Source: an optimization exercise on an open RTL-to-GDS flow (aim: small area, a short achievable clock period and few clock cycles). Production flows keep margins and buffers that such runs may drop. Only simulation tests tie the RTL to the original design; equivalence was not proved. Power is estimated from default activity; no workload was simulated.

==> inputs of branch amber <==
// tsc2046_cfp
module tsc2046_cfp (
    input  wire        clk,
    input  wire        rst,
    input  wire        cmd_valid,
    output wire        cmd_ready,
    input  wire [31:0] cmd,
    input  wire [31:0] din0,
    input  wire [31:0] din1,
    input  wire [31:0] din2,
    input  wire [31:0] din3,
    output reg         done,
    output wire [7:0]  status,
    output wire [31:0] dout0,
    output wire [31:0] dout1,
    output wire [31:0] dout2,
    output wire [31:0] dout3,
    output reg         bus_cs,
    output reg         bus_req,
    output reg  [7:0]  bus_cb,
    output reg         bus_mode,
    input  wire        bus_rsp,
    input  wire        bus_err,
    input  wire [31:0] bus_rdata
);
Settings: LEC_CHECK=0, CAP_MARGIN=20, CORE_MARGIN=2, CORE_UTILIZATION=40, SLEW_MARGIN=20; clock period 18.0 ns.
standard.sh (not shown) runs the stock make flow with config.mk's settings and CLKGATE_MAP_FILE= SYNTH_SCRIPT=/design/flow/synth_recipe.tcl, a recipe that flattens the netlist after the stock synthesis.
==> flow/flow/run.sh <==
#!/bin/bash
set -euo pipefail
bash standard.sh SETUP_SLACK_MARGIN=12.5 finish > make_finish.log 2>&1
==> branch sierra (differences from branch amber) <==
--- a/flow/design.v
+++ b/flow/design.v
@@ -137,34 +137,31 @@
     wire go_x = i_hi0 && (i_op == OP_EXCHANGE) && i_chok && (i_n == 8'd0);
     wire go_s = i_hi0 && (i_op == OP_SAMPLE) && i_chok && configured && (i_n != 8'd0);
     wire go_e = i_legal && (i_op == OP_EVALUATE) && configured && (din2[11:0] != 12'd0);
     wire [11:0] rsp_sample = bus_mode ? {4'd0, bus_rdata[7:0]} : bus_rdata[14:3];
     wire [32:0] acc_sum    = padd({12'd0, d2r}, {20'd0, rsp_sample}, 1'b0);
     reg  [11:0] dr;
     reg  [11:0] dv;
-    reg  [13:0] dv3;
-    reg  [2:0]  dcnt;
+    reg  [3:0]  dcnt;
     reg         drun;
+    reg  [13:0] dv3;
     reg  [11:0] q_r  [0:2];
     reg  [31:0] q_q  [0:2];
     reg  [13:0] q_t;
     reg  [32:0] q_s1, q_s2, q_s3;
     integer     qi;
     reg  [2:0]  mdph;         
     wire        mdn = ~|mdph;
-    wire [1:0]  q_in [0:1];
-    assign q_in[0] = ({2{mdn}} & d0r[31:30]) | ({2{mdph[0]}} & d2r[11:10]) |
-                     ({2{mdph[1]}} & d2r[7:6]) | ({2{mdph[2]}} & d2r[3:2]);
-    assign q_in[1] = ({2{mdn}} & d0r[29:28]) | ({2{mdph[0]}} & d2r[9:8]) |
-                     ({2{mdph[1]}} & d2r[5:4]) | ({2{mdph[2]}} & d2r[1:0]);
+    wire [3:0]  q_in = ({4{mdn}} & d0r[31:28]) | ({4{mdph[0]}} & d2r[11:8]) |
+                       ({4{mdph[1]}} & d2r[7:4]) | ({4{mdph[2]}} & d2r[3:0]);
     always @* begin
-        q_r[0] = dr;
+        q_r[0] = ({12{~mdph[0]}} & dr) | ({12{mdph[0]}} & {4'd0, d2r[19:12]});
         q_q[0] = d0r;
         for (qi = 0; qi < 2; qi = qi + 1) begin
-            q_t  = {q_r[qi], q_in[qi]};
+            q_t  = {q_r[qi], (qi == 0) ? q_in[3:2] : q_in[1:0]};
             q_s1 = padd({18'd0, q_t}, ~{18'd0, 2'd0, dv}, 1'b1);
             q_s2 = padd({18'd0, q_t}, ~{18'd0, 1'd0, dv, 1'b0}, 1'b1);
             q_s3 = padd({18'd0, q_t}, ~{18'd0, dv3}, 1'b1);
             if (q_s3[32]) begin
                 q_r[qi+1] = q_s3[11:0];
                 q_q[qi+1] = {q_q[qi][29:0], 2'd3};
             end else if (q_s2[32]) begin
@@ -193,17 +190,17 @@
             if (w[11] == 1'b0) begin w = rot ? {w[10:0], w[11]} : {w[10:0], 1'b0}; s[0] = 1'b1; end
             norm12 = {4'd11 - s, w};
         end
     endfunction
     wire [15:0] nx  = norm12(d1r, 1'b1);
     wire [15:0] nz1 = norm12(d3r[11:0], 1'b0);
     wire [15:0] nz2 = norm12(d3r[23:12], 1'b0);
-    wire        x0  = (d1r == 12'd0);
     wire [32:0] n1x3 = padd({18'd0, 2'd0, nz1[11:0]}, {18'd0, 1'd0, nz1[11:0], 1'b0}, 1'b0);
     wire [32:0] dvx3 = padd({18'd0, 2'd0, dv}, {18'd0, 1'd0, dv, 1'b0}, 1'b0);
+    wire        x0  = (d1r == 12'd0);
     wire [32:0] accn = padd({12'd0, d2r}, ~{12'd0, 13'd0, dv[7:1]}, 1'b1);    
     reg  [23:0] mhi, mb;
     reg  [2:0]  mcnt;
     reg  signed [10:0] eb;    
     reg  signed [5:0]  e3b;   
     reg         z2f;          
     reg         z4f;          
@@ -233,49 +230,63 @@
     wire signed [10:0] ew  = (state == S_EMUL2) ? ew2 : ew1;
     reg  signed [10:0] ewr;
     reg         ewr_ge1, ewr_ge2;
     wire        wl   = !mhi[23] && ewr_ge2;
     wire [23:0] wm   = wl ? {mhi[22:0], mb[23]} : mhi;
     wire        wg   = wl ? mb[22] : mb[23];
     wire        ws   = wl ? (mb[21:0] != 22'd0) : (mb[22:0] != 23'd0);
-    wire signed [10:0] we = wl ? ewr - 11'sd1 : ewr;
+    wire signed [10:0] ewr_p1 = ewr + 11'sd1;
+    wire signed [10:0] ewr_m1 = ewr - 11'sd1;
+    wire signed [10:0] we  = wl ? ewr_m1 : ewr;
+    wire signed [10:0] we1 = wl ? ewr : ewr_p1;       
     wire        we_ge1 = wl ? ewr_ge2 : ewr_ge1;
     wire        ql   = d0r[27];
     wire [23:0] qm   = ql ? d0r[27:4] : d0r[26:3];
     wire        qg   = ql ? d0r[3] : d0r[2];
     wire        qs   = (ql ? (d0r[2:0] != 3'd0) : (d0r[1:0] != 2'd0)) | (dr != 12'd0);
-    wire signed [10:0] qe = 11'sd127 + $signed({{5{e3b[5]}}, e3b}) - $signed({10'd0, ~ql});
-    wire [23:0] dm   = {1'b0, um[23:1]};
+    wire signed [10:0] qe0 = 11'sd127 + $signed({{5{e3b[5]}}, e3b});
+    wire signed [10:0] qe0_m1 = 11'sd126 + $signed({{5{e3b[5]}}, e3b});
+    wire signed [10:0] qe0_p1 = 11'sd128 + $signed({{5{e3b[5]}}, e3b});
+    wire signed [10:0] qe  = ql ? qe0 : qe0_m1;
+    wire signed [10:0] qe1 = ql ? qe0_p1 : qe0;       
+    wire        a_jsh = (state == S_ET4) && (uph == 2'd2) && (ue != 11'sd126);
+    wire [23:0] dm   = {a_jsh, um[23:1]};
     wire        dg   = um[0];
     wire        ds   = us | ug;
     wire        t3ge1 = (ue >= 11'sd127);
     wire [3:0]  s3    = ue[3:0] - 4'd15;
     wire [23:0] one3  = 24'h800000 >> s3;
     wire        in_ep  = (state == S_EP);
     wire        a_win  = (state == S_ET2 || in_ep) && (uph == 2'd0);
-    wire        a_den  = (state == S_ET2 || in_ep) && (uph == 2'd1);
-    wire        a_quo  = (state == S_ET2) && (uph == 2'd2);
+    wire        a_den0 = (state == S_ET2 || in_ep) && (uph == 2'd1);
+    wire        a_den  = a_den0 || a_jsh;
+    wire        u_nrm  = (um == 24'd0) || um[23];
+    wire        a_dbl  = ((state == S_ET2 && uph == 2'd2) || (state == S_ET4 && uph == 2'd1)) && !u_nrm;
+    wire        a_quo  = (state == S_ET2) && (uph == 2'd2) && u_nrm;
     wire        a_t4   = (state == S_ET4) && (uph == 2'd0);
     reg  [23:0] ax, ay;
     reg         ag, as_;
     always @* begin
         ay = 24'd0;
         if (a_win) begin
             ax = wm; ag = wg; as_ = ws;
         end else if (a_den) begin
             ax = dm; ag = dg; as_ = ds;
         end else if (a_quo) begin
             ax = qm; ag = qg; as_ = qs;
         end else if (a_t4) begin
             ax = t3ge1 ? um : ~um; ay = t3ge1 ? ~one3 : 24'd0; ag = 1'b1; as_ = 1'b1;
+        end else if (a_dbl) begin
+            ax = um; ay = um; ag = 1'b0; as_ = 1'b0;
         end else begin
             ax = um; ag = ug; as_ = us;
         end
     end
-    wire        acin = a_t4 ? 1'b1 : (ag & (as_ | ax[0]));
+    wire        a_raw = (a_win && !we_ge1) || (a_den0 && ue != 11'sd0) || a_jsh || a_dbl;
+    wire        acin = a_t4 ? 1'b1 : (!a_raw & ag & (as_ | ax[0]));
     wire [32:0] asum = padd({8'd0, ax}, {8'd0, ay}, acin);
     wire [32:0] rsum = asum, dsum = asum, rsum_u = asum, t4sum = asum;
     wire [8:0]  pexp  = um[23] ? ue[8:0] : 9'd0;
     wire        pinf  = (ue > 11'sd254);
     wire [30:0] pbits = pinf ? {8'hFF, 23'd0} : {pexp[7:0], um[22:0]};
     wire [32:0] pcmp  = padd({1'b0, cfg_ceil}, ~{1'b0, pbits}, 1'b1);    
     wire        p_gt  = ~pcmp[32];
@@ -298,16 +309,16 @@
             drun       <= 1'b0;
             mdph       <= 3'd0;
         end else begin
             mdph <= {mdph[1:0], 1'b0};
             if (drun) begin
                 dr   <= q_r[2];
                 d0r  <= q_q[2];
-                dcnt <= dcnt + 3'd1;
-                if (dcnt == 3'd6) drun <= 1'b0;
+                dcnt <= dcnt + 4'd1;
+                if (dcnt == 4'd6) drun <= 1'b0;
             end
             case (state)
                 S_IDLE: begin
                     opr      <= i_op;
                     lg       <= i_legal;
                     bus_cb   <= i_cb;
                     bus_mode <= cmd[6];
@@ -416,35 +427,34 @@
                             d3r     <= 31'd0;
                         end else begin
                             dmy <= 1'b0;
                             if (!dmy) begin
                                 d2r  <= acc_sum[19:0];
                                 left <= left - 8'd1;
                             end
-                            dr  <= {4'd0, acc_sum[19:12]};
                             if (!dmy && left == 8'd1) begin
                                 state <= S_MD;
-                                dcnt  <= 3'd0;
+                                dcnt  <= 4'd0;
                                 mdph  <= 3'b001;
                             end else
                                 state <= S_GAP;
                         end
                     end
                 end
                 S_GAP: begin
                     state   <= S_XFER;
                     bus_cs  <= 1'b1;
                     bus_req <= 1'b1;
                 end
                 S_MD: begin
                     dr   <= q_r[2];
                     d0r  <= q_q[2];
-                    dcnt <= dcnt + 3'd1;
+                    dcnt <= dcnt + 4'd1;
                     d3r  <= 31'd0;
-                    if (dcnt == 3'd2) begin
+                    if (dcnt == 4'd2) begin
                         d2r     <= accn[19:0];
                         state   <= S_IDLE;
                         ready_r <= 1'b1;
                         done    <= 1'b1;
                     end
                 end
                 S_ESET: begin
@@ -454,15 +464,15 @@
                     eb    <= 11'sd115 + $signed({7'd0, nx[15:12]});
                     z2f   <= x0;
                     mcnt  <= 3'd0;
                     dr    <= {1'b0, nz2[11:1]};
                     d0r   <= {nz2[0], 31'd0};
                     dv    <= nz1[11:0];
                     dv3   <= n1x3[13:0];
-                    dcnt  <= 3'd0;
+                    dcnt  <= 4'd0;
                     drun  <= 1'b1;
                     e3b   <= $signed({2'd0, nz2[15:12]}) - $signed({2'd0, nz1[15:12]});
                     state <= S_EMUL1;
                 end
                 S_EMUL1: begin
                     ewr     <= ew;
                     ewr_ge1 <= (ew >= 11'sd1);
@@ -480,62 +490,62 @@
                         2'd0: begin
                             if (we_ge1) begin
                                 uph <= 2'd2;
                                 ug  <= 1'b0;
                                 us  <= 1'b0;
                                 if (rsum[24]) begin
                                     um <= 24'h800000;
-                                    ue <= we + 11'sd1;
+                                    ue <= we1;
                                 end else begin
                                     um <= rsum[23:0];
                                     ue <= we;
                                 end
                             end else begin
                                 uph <= 2'd1;
-                                um  <= wm;
+                                um  <= asum[23:0];
                                 ug  <= wg;
                                 us  <= ws;
                                 ue  <= we;
                             end
                         end
                         2'd1: begin
                             ue <= ue + 11'sd1;
                             if (ue == 11'sd0) begin
                                 uph <= 2'd2;
                                 um  <= dsum[23:0];
                                 ug  <= 1'b0;
                                 us  <= 1'b0;
                             end else begin
-                                um <= dm;
+                                um <= asum[23:0];
                                 ug <= dg;
                                 us <= ds;
                             end
                         end
                         default: begin
-                            if (um == 24'd0 || um[23]) begin
+                            if (!u_nrm) begin
+                                um <= asum[23:0];
+                                ue <= ue - 11'sd1;
+                            end else if (!drun) begin
                                 mb    <= um;
                                 eb    <= ue;
                                 z2f   <= z2f | (um == 24'd0);
                                 uph   <= 2'd0;
                                 state <= S_ET4;
                                 if (d0r[27:26] == 2'd0) begin
                                     um  <= 24'h800000;
                                     ue  <= 11'sd127;
                                     s4  <= 1'b1;
                                     uph <= 2'd1;
                                 end else if (rsum[24]) begin
                                     um <= 24'h800000;
-                                    ue <= qe + 11'sd1;
+                                    ue <= qe1;
                                 end else begin
                                     um <= rsum[23:0];
                                     ue <= qe;
                                 end
-                            end else begin
-                                um <= {um[22:0], 1'b0};
-                                ue <= ue - 11'sd1;
                             end
                         end
                     endcase
                 end
                 S_ET4: begin
                     case (uph)
                         2'd0: begin
@@ -553,21 +563,21 @@
                             if (um == 24'd0 || um[23]) begin
                                 z4f   <= (um == 24'd0);
                                 m2    <= 1'b1;
                                 mhi   <= 24'd0;
                                 mcnt  <= 3'd0;
                                 state <= S_EMUL2;
                             end else begin
-                                um <= {um[22:0], 1'b0};
+                                um <= asum[23:0];
                                 ue <= ue - 11'sd1;
                             end
                         end
                         default: begin
                             if (ue != 11'sd126) begin
-                                um <= {1'b1, um[23:1]};
+                                um <= asum[23:0];
                                 ug <= um[0];
                                 us <= us | ug;
                                 ue <= ue + 11'sd1;
                             end else begin
                                 uph <= 2'd1;
                                 ug  <= 1'b0;
                                 us  <= 1'b0;
@@ -597,36 +607,36 @@
                         2'd0: begin
                             ug <= 1'b0;
                             us <= 1'b0;
                             if (we_ge1) begin
                                 state <= S_EFIN;
                                 if (rsum[24]) begin
                                     um <= 24'h800000;
-                                    ue <= we + 11'sd1;
+                                    ue <= we1;
                                 end else begin
                                     um <= rsum[23:0];
                                     ue <= we;
                                 end
                             end else begin
                                 uph <= 2'd1;
-                                um  <= wm;
+                                um  <= asum[23:0];
                                 ug  <= wg;
                                 us  <= ws;
                                 ue  <= we;
                             end
                         end
                         default: begin
                             ue <= ue + 11'sd1;
                             if (ue == 11'sd0) begin
                                 state <= S_EFIN;
                                 um    <= dsum[23:0];
                                 ug    <= 1'b0;
                                 us    <= 1'b0;
                             end else begin
-                                um <= dm;
+                                um <= asum[23:0];
                                 ug <= dg;
                                 us <= ds;
                             end
                         end
                     endcase
                 end
                 S_EFIN: begin
==> flow/flow/run.sh (replaced) <==
#!/bin/bash
set -euo pipefail
bash standard.sh SETUP_SLACK_MARGIN=12.5 \
    "BUFFER_PORTS_ARGS=-buffer_cell sky130_fd_sc_hd__buf_2" \
    finish > make_finish.log 2>&1
==> results.txt <==
	branch amber	branch sierra
Run status	complete, no violations	complete, no violations
Portion of total power attributed to sequential cells	31.9%	36.3%
Sum of routed wire segments on met1	68500 um	61100 um
Clk sinks	366	367
Clock network power consumption	1.04 mW	1.11 mW
Total number of multi-input combinational cells	3680	3353
Total instance count after detailed placement	5965	5543
Slowest library cell on the worst path	or3_4	a221o_2
Synth-to-layout area growth	27.2%	24.6%
Worst reg2reg startpoint	mdph[1]	mdph[0]
Number of buffers created by CTS	47	51
Chip height	309 um	302 um
Worst clock skew	0.0377 ns	0.0411 ns
Worst setup path start	bus_rdata[2]	mdph[0]
Nets	5521	5235
Number of gates on the worst path with buffers counted	14	23
Clock period minus worst slack	6.21 ns	5.92 ns
Global routing usage on met2	54.2%	50.2%
Proportion of final cell area spent on non-clock buffers	11.8%	10.1%
Total of cells resized after clock tree synthesis	338	198
Testbench counts of branch amber, summed over its fixed seeds: cycles 12,684.
Testbench counts of branch sierra, summed over its fixed seeds: cycles 12,684.

-- afterwards: timing with drivers on the ports --
In the flow no input, the clock included, has a driving cell. The finished layouts below were timed again as built, in two steps.
Step 1 (the two cells are an assumption about what drives the block):
set clk [get_ports {clk}]
set_driving_cell -lib_cell sky130_fd_sc_hd__clkbuf_16 $clk
set_driving_cell -lib_cell sky130_fd_sc_hd__buf_2 [delete_from_list [all_inputs] $clk]
Step 2 times the ports against the registers' clock, not the clock port: input delays grow and output delays shrink by t, the midpoint of the rising clock arrivals with the driver on.
a / b / c = no drivers / after step 1 / after step 2; a / b = the first two.
| run | t (ns) | slack for setup (ns) | hold WS [ns] | cell pins on the clock port's net |
|---|---|---|---|---|
| branch amber | 0.696 | 11.790 / 11.815 / 11.119 | 0.471 / 0.471 / 0.471 | 1 |
| branch sierra | 0.716 | 12.083 / 12.083 / 11.772 | 0.463 / 0.463 / 0.463 | 1 |
After both steps every run listed still meets setup and hold. The setup slack of branch amber, which loses most, moves by +0.025 ns with the drivers and by -0.671 ns with both steps.
